Context: an optimization exercise on an open-source flow, tuned for small area, a short achievable clock period and few clock cycles. The choices shown serve that exercise and are no tape-out recipe.
The RTL was checked by simulation tests, not by an equivalence proof against the original design.

==> flow/design.v (outline; a module is shown in full before it is edited, if it fits) <==
// module f32_add: 25 lines
// module f32_addu: 67 lines
// module rca: 18 lines
// module rcc: 16 lines
// module f32_mul: 42 lines
// module mul24: 1696 lines
// module src_frac_div: 23 lines
// module gc_src_linear: 180 lines
module gc_src_linear (
    input  wire        clk,
    input  wire        rst,
    input  wire        start,
    input  wire [23:0] cfg_rs,
    input  wire [23:0] cfg_rt,
    input  wire [2:0]  cfg_chm1,
    input  wire        in_valid,
    output wire        in_ready,
    input  wire [31:0] in_data,
    output reg         out_valid,
    input  wire        out_ready,
    output reg  [31:0] out_data
);
  // ...
==> flow/run.sh <==
#!/bin/bash
# synth_recipe.tcl (not shown) runs the flow's synth.tcl, then flattens the netlist and writes it again
# the make line also repeats each setting of config.mk as NAME=value (left out here)
make -C /OpenROAD-flow-scripts/flow DESIGN_CONFIG=/design/flow/config.mk WORK_HOME=/design/flow/orfs CLKGATE_MAP_FILE= SYNTH_SCRIPT=/design/flow/synth_recipe.tcl finish
==> flow/config.mk <==
export PLATFORM = sky130hd
export DESIGN_NAME = gc_src_linear
export DESIGN_NICKNAME = gc_src_linear
export VERILOG_FILES = /design/flow/design.v
export SDC_FILE = /design/flow/constraint.sdc
export NUM_CORES = 4
export LEC_CHECK = 0
export ABC_AREA = 1
export CAP_MARGIN = 20
export CORE_MARGIN = 2
export CORE_UTILIZATION = 40
export SETUP_SLACK_MARGIN = 5
export SLEW_MARGIN = 20
==> flow/constraint.sdc <==
create_clock -name core_clock -period 125.0 [get_ports {clk}]
set_input_delay 25.0000 -clock core_clock [delete_from_list [all_inputs] [get_ports {clk}]]
set_output_delay 25.0000 -clock core_clock [all_outputs]
set_load 0.01 [all_outputs]
==> impl_results.md, run 1 <==
- Result of the run: no timing/DRC/antenna violations
- Busiest layer in global routing: met2
- Mapped Avg Cell Area: 7.84 um^2
- Placer Congestion: 0.926
- TritonCTS clock tree: yes
- Total Wirelength: 215000 um
- Fraction of the mapped netlist area in compound gates: 0.152
- Worst setup path class: flip-flop to primary output
- Final HPWL DP: 160000 um
- Number of tapcells: 2370
- Hold Crit Start: pr[1][5]
- Post-Synthesis Cell Area: 72300 um^2
- Relative slew slack: 0.292
- Area of the die: 184000 um^2
- Register clock-pin slew on the reported worst setup and hold paths: 0.06 ns
- Met3 track utilization from global routing: 0.0307
- Dominant delay contributor by cell family on the critical path: compound AO/OA/AOI/OAI gates
- Number of non-clock buffers in the layout: 219
- Final worst slack: 96.52 ns
- Initial Utilization: 0.402
- Fraction of final layout cells sized beyond drive strength 1: 0.0466
- DIE WIDTH: 429 um
- Flops & latches, synth: 890
Testbench counts, summed over its fixed seeds: cycles 276,178.
==> run 2, diff against run 1 <==
--- a/flow/config.mk
+++ b/flow/config.mk
@@ -8,6 +8,6 @@
 export ABC_AREA = 1
 export CAP_MARGIN = 20
 export CORE_MARGIN = 2
-export CORE_UTILIZATION = 40
+export CORE_UTILIZATION = 55
 export SETUP_SLACK_MARGIN = 5
 export SLEW_MARGIN = 20
==> run 2 against run 1 <==
Area after synthesis did not move. First-iteration DRC count rose by 0.27%. Still clean on timing, DRC and antenna. Via count rose by 0.50%. Synthesized cell count did not move. Flip-flop and latch count did not move. Highest routed layer is now met4. Utilization rose by 16 points. Non-clock buffer count rose by 16. Critical endpoint unchanged.
==> impl_results.md, run 2 <==
- Result of the run: no timing/DRC/antenna violations
- Setup Skew: 0.0842 ns
- Detailed-route DRC error count: 0
- Setup WS pre-CTS: 96.64 ns
- Relative slew slack: 0.286 (-0.00699)
- Final HPWL DP: 157000 um (-2.0%)
- Largest driver fanout on the critical path: 8
- Post-synth EDFFs: 369
- Top cell type by total area after synthesis: sky130_fd_sc_hd__edfxtp_1
- Setup crit end kind: primary output
- Detailed-route wire length per cell: 19.1 um
- Synth top area share: 0.153
- Number of inserted diodes: 0
- Register clock-pin slew on the reported worst setup and hold paths: 0.06 ns (about the same)
- Dominant delay contributor by cell family on the critical path: compound AO/OA/AOI/OAI gates
- Top-count cell post-synth: sky130_fd_sc_hd__nand2_1
- Area of the placeable core: 131000 um^2
- Count of vias placed by the detailed router: 63000
- Final-report setup violation count: 0
- Total CTS buffers: 93
- Critical path buffers and inverters: 1
- Count of H-tree levels built during CTS: 3
- Critical-path cell list: xnor2_1, nand3_1, o21ai_0, o21ai_0, nand2_1, a2111oi_1, clkdlybuf4s50_1
- Most common cell after layout, fill and taps aside: sky130_fd_sc_hd__nand2_1
- Die Y-Extent: 367 um
- Slowest-stage cell, CP: sky130_fd_sc_hd__a2111oi_1
- Tot GR Track Use: 0.310
- Filler cell count: 12300
- Quantity of gates resized following cts: 0
- Aggregate global routing overflow: 0
- Measured slew at the worst slew-check pin: 1.07 ns
- Number of library cell types mapped by synthesis: 83
- Buffers inserted by post-CTS timing repair: 0
- Required arrival time at the worst endpoint: 100.00 ns
- Placer Congestion: 0.935 (+0.99%)
- DIE WIDTH: 367 um (-15%)
- Mapped Avg Cell Area: 7.84 um^2 (unchanged)
- Dominant cells by area after synthesis: sky130_fd_sc_hd__edfxtp_1, sky130_fd_sc_hd__dfxtp_1, sky130_fd_sc_hd__fa_1
- Flip-flop cell with the highest count after synthesis: sky130_fd_sc_hd__dfxtp_1
- Area added between synthesis and finish: 7.94%
- Number of global-route vias before repair: 60700
- Worst-case hold slack: 0.324 ns
- Hold buffers post-CTS: 0
- Largest registers: cr x256, pr x256
- Post-Synthesis Cell Area: 72300 um^2 (unchanged)
- Cell at the root of the clock tree: sky130_fd_sc_hd__clkbuf_16
- Register cell area after layout: 21500 um^2
- Crit path launch type: flip-flop
- Pin count of the biggest net entering global routing: 91
- Top-level port count: 122
- Antenna viol nets, final: 0
- Total Wirelength: 210000 um (-2.5%)
- Max-cap violations: 0
- Count of endpoints failing hold in the final timing report: 0
- Syn Inst Count: 9223
- Final worst slack: 96.53 ns (+0.00200 ns)
- Fin Setup TNS: 0 ns
- TritonCTS clock tree: yes
- Leading post-synthesis cells by instance count: sky130_fd_sc_hd__nand2_1, sky130_fd_sc_hd__inv_1, sky130_fd_sc_hd__o21ai_0
- R2r setup slk: 98.80 ns
- Initial drt markers: 5282
- Share of the yosys chip area belonging to registers: 0.297
- Hold crit path type: flip-flop to flip-flop
- Async set-or-reset flop fraction in the synthesized netlist: 0
- Antenna violations before repair: 3
- Peak per-stage delay on the critical path: 0.72 ns
- Area of the die: 134000 um^2 (-27%)
- Max Root-Sink Buffers: 3
- Warning count from the yosys run: 7
- Cell row count: 133
- Flops & latches, synth: 890 (unchanged)
- Pins over their slew limit: 0
- Multi-input combinational cell area: 44600 um^2
- Net count, final: 10100
- Sinks on the clock net: 890
- Final min period: 28.47 ns
- Clock insertion delay at the later pin of the skew report: 0.74 ns
- Crit path DAT: 3.47 ns
- CP most frequent cell: sky130_fd_sc_hd__o21ai_0
- Timing-limited maximum frequency: 0.0351 GHz
- Worst setup path class: flip-flop to primary output
- Length of the first detailed-routing pass in iterations: 8
- Initial Utilization: 0.552 (+0.151)
- Setup repair after global routing missed its margin: false
- Post-route core utilization: 0.596
- Leading cell types in the layout, fill and taps excluded: sky130_fd_sc_hd__nand2_1, sky130_fd_sc_hd__inv_1, sky130_fd_sc_hd__o21ai_0
- Post-synthesis net count: 10200
- Final cycle utilization of the critical path: 0.228
- Avg Vias per Cell: 5.74
- First-pass GRT wire length: 335000 um
- Port Buffers: 121
- Fraction of final layout cells sized beyond drive strength 1: 0.0468 (+0.000280)
run 2: worst paths after layout:
path,cells past startpoint,end,startpoint
setup / recovery,7,in_ready,chm1[2]
hold / removal,0,pr[0][23],pr[1][23]
setup reg to reg,135,s_m[28],chm1[2]
hold reg to reg,0,pr[0][23],pr[1][23]
run 2: metal layers:
layer	part of all wire	wire (um)	vias to the layer above	GRT usage
li1	-	-	30600	-
met1	0.45	95000	29800	0.438
met2	0.45	93900	2258	0.492
met3	0.070	14800	412	0.0412
met4	0.030	6370	0	0.0969
met5	0	0	-	0
run 2: cell type report:
type,count,area share
tap,1755,0.0281
clock inverter,34,0.00500
clock buffer,131,0.0344
sequential,890,0.276
inverter,1217,0.0587
multi-input combinational,6715,0.571
timing repair buffer,235,0.0270
run 2: through the flow:
| step | area (um^2) | std cells |
|---|---|---|
| floorplan | 72300 | 9223 |
| detailed placement | 75000 | 10800 |
| global placement | 75000 | 10800 |
| finish | 78100 | 11000 |
| global route | 78100 | 11000 |
| CTS | 78100 | 11000 |
run 2: cell families (layout without fill, tap and decap cells):
group,after synthesis,count (layout),share of synthesized area
flip-flops,890,890,0.297
adder cells (fa/ha/maj),866,866,0.195
AO/OA/AOI/OAI,1867,1867,0.152
buffers and inverters,1618,1617,0.0873
AND/OR/NAND/NOR,3393,3393,0.197
XOR/XNOR,546,546,0.0664
multiplexers,43,43,0.00598

==> static timing again, ports no longer ideal <==
How much do the figures lean on ideal ports? The routed layouts below were timed once more, with nothing changed but the port constraints.
Step 1, drivers: a clkbuf_16 drives clk and a buf_2 each remaining input, both assumed.
Step 2 also shifts input and output timing later by t, the mid clock arrival at the registers, as if the neighbouring blocks saw the same clock.
Three values: ideal, step 1, step 2; two values: the first two.
run | shift t [ns] | setup slack, ns | hold slack, ns | slew at the worst register clock pin (ns) | cell pins on the clock port's net
run 1 | 0.786 | 96.523 / 96.438 / 96.238 | 0.335 / 0.335 / 0.335 | 0.08 / 0.08 | 1
run 2 | 0.776 | 96.525 / 96.445 / 96.645 | 0.324 / 0.324 / 0.324 | 0.07 / 0.07 | 1
After both steps setup and hold are still met in every run listed. For run 1, which loses most, drivers alone change the setup slack by -0.085 ns; drivers and shift together by -0.285 ns.
